This is an optimization exercise on Yosys and OpenROAD, whose aim is small area, not a production implementation. Function was checked by simulation only, so behaviour that the tests miss may differ from the original. The clock port is modelled as an ideal driver, which makes a skipped or thinned clock tree look cheaper than it is; a real chip needs a root buffer or a tree. Power figures rest on the tool's default switching activity, not on a simulated workload.

// sdseq
module sdseq (
    input             clk,
    input             rst,           
    input             op_valid,
    output            op_ready,
    input      [7:0]  op_code,
    input      [63:0] op_arg,
    output reg        rsp_valid,
    output reg [3:0]  rsp_err,
    output     [63:0] rsp_data,
    output reg        cmd_valid,
    output     [24:0] cmd_word,
    input             eng_done,
    output     [14:0] sdcr1,
    output     [14:0] sdcr2,
    output     [27:0] sdtr1,
    output     [27:0] sdtr2,
    output     [24:5] sdcmr,
    output     [13:1] sdrtr,
    output reg        busy,            
    output            clk_gate,
    output reg        handle_valid,
    output            handle_bank,
    output reg [2:0]  phase1,
    output reg [2:0]  phase2,
    output reg [1:0]  delay_ok,
    output reg        refresh_programmed,
    output     [1:0]  ready
);
clock: 10.0 ns
lec_check: 0
cap_margin: 20
core_margin: 2
core_utilization: 40
slew_margin: 20
standard.sh (not shown) runs the stock make flow with config.mk's settings and CLKGATE_MAP_FILE= SYNTH_SCRIPT=/design/flow/synth_recipe.tcl, a recipe that flattens the netlist after the stock synthesis.
==> flow/flow/run.sh <==
#!/bin/bash
export BUFFER_PORTS_ARGS="-buffer_cell sky130_fd_sc_hd__buf_1"
export CTS_ARGS="-sink_clustering_enable -repair_clock_nets -dont_use_dummy_load -buf_list sky130_fd_sc_hd__clkbuf_8 -root_buf sky130_fd_sc_hd__clkbuf_8 -sink_clustering_size 40 -sink_clustering_max_diameter 150 -sink_buffer_max_cap_derate 1.0"
bash standard.sh > standard.log 2>&1
The baseline finished clean.
Then changed:
==> flow/flow/run.sh (replaced) <==
#!/bin/bash
# Standard ORFS layout (the standard.sh, standard synthesis unchanged)
# with two changes: every port still gets a buffer, but the smallest one
# (buf_1); and the clock tree is built from clkbuf_8 cells without dummy
# loads.  The full make output goes to standard.log; ORFS's per-step logs
# stay under orfs/logs.
export BUFFER_PORTS_ARGS="-buffer_cell sky130_fd_sc_hd__buf_1"
export CTS_ARGS="-sink_clustering_enable -repair_clock_nets -dont_use_dummy_load -buf_list sky130_fd_sc_hd__clkbuf_8 -root_buf sky130_fd_sc_hd__clkbuf_8 -sink_clustering_size 40 -sink_clustering_max_diameter 120"
bash standard.sh > standard.log 2>&1
Outcome: The changed run produced a clean layout. Design area is unchanged. Worst setup slack does not change. Routed wire length stays the same. Global-route usage does not change.

## juniper
sdseq again, from the RTL that the note above started with.
export LEC_CHECK = 0
export CAP_MARGIN = 20
export CORE_MARGIN = 2
export CORE_UTILIZATION = 30
export SLEW_MARGIN = 20
create_clock -name core_clock -period 10.0 [get_ports {clk}]
==> flow/flow/run.sh <==
#!/bin/bash
# Standard ORFS layout (the standard.sh, standard synthesis unchanged)
# with two changes: every port still gets a buffer, but the smallest one
# (buf_1); and the clock tree is a root buffer driving a few leaf buffers,
# one per cluster of nearby flip-flops (flow/lean_cts.tcl).  The full make
# output goes to standard.log; ORFS's per-step logs stay under orfs/logs.
export BUFFER_PORTS_ARGS="-buffer_cell sky130_fd_sc_hd__buf_1"
export PRE_CTS_TCL="$(pwd)/flow/lean_cts.tcl"
export LEAN_CTS_PORT=clk
export LEAN_CTS_ROOT=sky130_fd_sc_hd__clkbuf_8
export LEAN_CTS_LEAF=sky130_fd_sc_hd__clkbuf_16
export LEAN_CTS_PER_LEAF=30
bash standard.sh > standard.log 2>&1
==> flow/flow/lean_cts.tcl <==
# Clock tree for a small design, in place of TritonCTS: the clock port
# drives one root buffer, which drives a few leaf buffers, each serving a
# cluster of nearby flip-flops.  Loaded by ORFS's cts.tcl as PRE_CTS_TCL; it
# replaces clock_tree_synthesis for that script's call.
rename clock_tree_synthesis orig_clock_tree_synthesis
proc clock_tree_synthesis {args} {
  set block [ord::get_db_block]
  set db [ord::get_db]
  set clknet [[$block findBTerm $::env(LEAN_CTS_PORT)] getNet]
  set sinks {}
  foreach it [$clknet getITerms] {
    set inst [$it getInst]
    set bb [$inst getBBox]
    set x [expr {([$bb xMin] + [$bb xMax]) / 2}]
    set y [expr {([$bb yMin] + [$bb yMax]) / 2}]
    lappend sinks [list $it $x $y]
  }
  set n [llength $sinks]
  set per $::env(LEAN_CTS_PER_LEAF)
  set k [expr {int(ceil(double($n) / $per))}]
  set cols [expr {int(ceil(sqrt($k)))}]
  puts "lean_cts: $n sinks, $k leaf buffers in $cols columns"
  # split into columns by x, then each column into clusters by y
  set byx [lsort -integer -index 1 $sinks]
  set clusters {}
  set remaining $k
  set start 0
  for {set c 0} {$c < $cols} {incr c} {
    set cols_left [expr {$cols - $c}]
    set kc [expr {int(ceil(double($remaining) / $cols_left))}]
    set left [expr {$n - $start}]
    set cnt [expr {int(round(double($left) * $kc / $remaining))}]
    set col [lrange $byx $start [expr {$start + $cnt - 1}]]
    set start [expr {$start + $cnt}]
    set remaining [expr {$remaining - $kc}]
    set col [lsort -integer -index 2 $col]
    set m [llength $col]
    set s 0
    for {set r 0} {$r < $kc} {incr r} {
      set cc [expr {int(round(double($m - $s) / ($kc - $r)))}]
      lappend clusters [lrange $col $s [expr {$s + $cc - 1}]]
      set s [expr {$s + $cc}]
    }
  }
  set rootm [$db findMaster $::env(LEAN_CTS_ROOT)]
  set leafm [$db findMaster $::env(LEAN_CTS_LEAF)]
  set root [odb::dbInst_create $block $rootm lean_cts_root]
  set rootnet [odb::dbNet_create $block lean_clk_root]
  $rootnet setSigType CLOCK
  [$root findITerm A] connect $clknet
  [$root findITerm X] connect $rootnet
  set sx 0; set sy 0; set i 0
  foreach cl $clusters {
    if {[llength $cl] == 0} { continue }
    set leaf [odb::dbInst_create $block $leafm lean_cts_leaf_$i]
    set net [odb::dbNet_create $block lean_clk_leaf_$i]
    $net setSigType CLOCK
    [$leaf findITerm A] connect $rootnet
    [$leaf findITerm X] connect $net
    set cx 0; set cy 0
    foreach s $cl {
      set it [lindex $s 0]
      $it disconnect
      $it connect $net
      set cx [expr {$cx + [lindex $s 1]}]
      set cy [expr {$cy + [lindex $s 2]}]
    }
    set cx [expr {$cx / [llength $cl]}]
    set cy [expr {$cy / [llength $cl]}]
    $leaf setLocation $cx $cy
    $leaf setPlacementStatus PLACED
    set sx [expr {$sx + $cx}]; set sy [expr {$sy + $cy}]
    puts "lean_cts: leaf $i: [llength $cl] sinks at $cx $cy"
    incr i
  }
  $root setLocation [expr {$sx / $i}] [expr {$sy / $i}]
  $root setPlacementStatus PLACED
  set_propagated_clock [all_clocks]
}
Modified inputs, pepper compared to juniper
--- a/flow/flow/run.sh
+++ b/flow/flow/run.sh
@@ -9,5 +9,5 @@
 export LEAN_CTS_PORT=clk
 export LEAN_CTS_ROOT=sky130_fd_sc_hd__clkbuf_8
-export LEAN_CTS_LEAF=sky130_fd_sc_hd__clkbuf_16
-export LEAN_CTS_PER_LEAF=30
+export LEAN_CTS_LEAF=sky130_fd_sc_hd__clkbuf_8
+export LEAN_CTS_PER_LEAF=16
 bash standard.sh > standard.log 2>&1
--- outcome ---
pepper reached the final stage; the timing, design-rule and antenna checks on its layout passed.
Delta(met3 wire length, pepper - juniper) < 0
pepper vs juniper, power consumption went down by about 1.3%.
Clock network fraction of total power in pepper is 1.0 points below juniper.
pepper ended with more combinational share of power than juniper.
Edits applied to the flow inputs when going from pepper to onyx:
==> flow/flow/run.sh <==
#!/bin/bash
# Standard ORFS layout (the standard.sh, standard synthesis unchanged)
# with three changes: every port still gets a buffer, but the smallest one
# (buf_1); the clock tree is a root buffer driving a few leaf buffers, one
# per cluster of nearby flip-flops (flow/lean_cts.tcl); and after CTS, cells
# on paths with slack to spare are downsized (flow/recover.tcl).  The full
# make output goes to standard.log; ORFS's per-step logs stay under orfs/logs.
export BUFFER_PORTS_ARGS="-buffer_cell sky130_fd_sc_hd__buf_1"
export PRE_CTS_TCL="$(pwd)/flow/lean_cts.tcl"
export POST_CTS_TCL="$(pwd)/flow/recover.tcl"
export LEAN_CTS_PORT=clk
export LEAN_CTS_ROOT=sky130_fd_sc_hd__clkbuf_8
export LEAN_CTS_LEAF=sky130_fd_sc_hd__clkbuf_16
export LEAN_CTS_PER_LEAF=24
bash standard.sh > standard.log 2>&1
==> flow/flow/recover.tcl (new file) <==
# Downsize cells on paths with timing slack to spare (area recovery), then
# re-legalise the placement.  Loaded by ORFS's cts.tcl as POST_CTS_TCL.
estimate_parasitics -placement
repair_timing -recover_power 100 -verbose
detailed_placement
check_placement -verbose
## What came out
- All-layer global routing usage of onyx is on par with pepper.
- Looking at initial antenna violation count across onyx and pepper, the one that comes out higher is onyx.
- Compared with pepper, onyx shows overall power that has gone up by a few percent.
- The clock power in onyx was higher than what pepper gave.
- In the reports for onyx and pepper, the smaller area of combinational cells with multiple inputs belongs to onyx.
- Changes observed in onyx relative to pepper: via count went down 31; sequential share of layout area went down 0.16 points; cell count held.
- Detailed-route wire length per cell ended up about 1% lower on onyx than on pepper.
In every run of this note, the design's own scripts or RTL, not TritonCTS, make the clock network.

## separate check: timing with driven ports
The flow's constraints put no driver on any port. The routed layouts listed below were extracted and timed again, unchanged, in two steps. Step 1 assumes that a clkbuf_16 drives the clock port and a buf_2 every other input. Step 2 moves the port delays by t, midway between the first and last clock arrival at a register: inputs arrive t later, outputs are due t later. That takes back most of the time a late clock gives input paths. a / b / c = ideal / step 1 / step 2; a / b = the first two.
run	t (ns)	slack for setup (ns)	worst setup path after step 2	clock arrival spread, ns
the first run of note 1	0.486	3.421 / 3.400 / 3.400	input to output	0.026 / 0.026
the second run of note 1	0.486	3.421 / 3.400 / 3.400	input to output	0.026 / 0.026
juniper	0.472	3.405 / 3.385 / 3.385	input to output	0.019 / 0.018
pepper	0.500	3.404 / 3.385 / 3.385	input to output	0.028 / 0.028
onyx	0.474	2.908 / 2.882 / 2.882	input to output	0.011 / 0.011
After both steps every run listed still meets setup and hold. The setup slack of onyx, which loses most, moves by -0.026 ns with the drivers and by -0.026 ns with both steps.
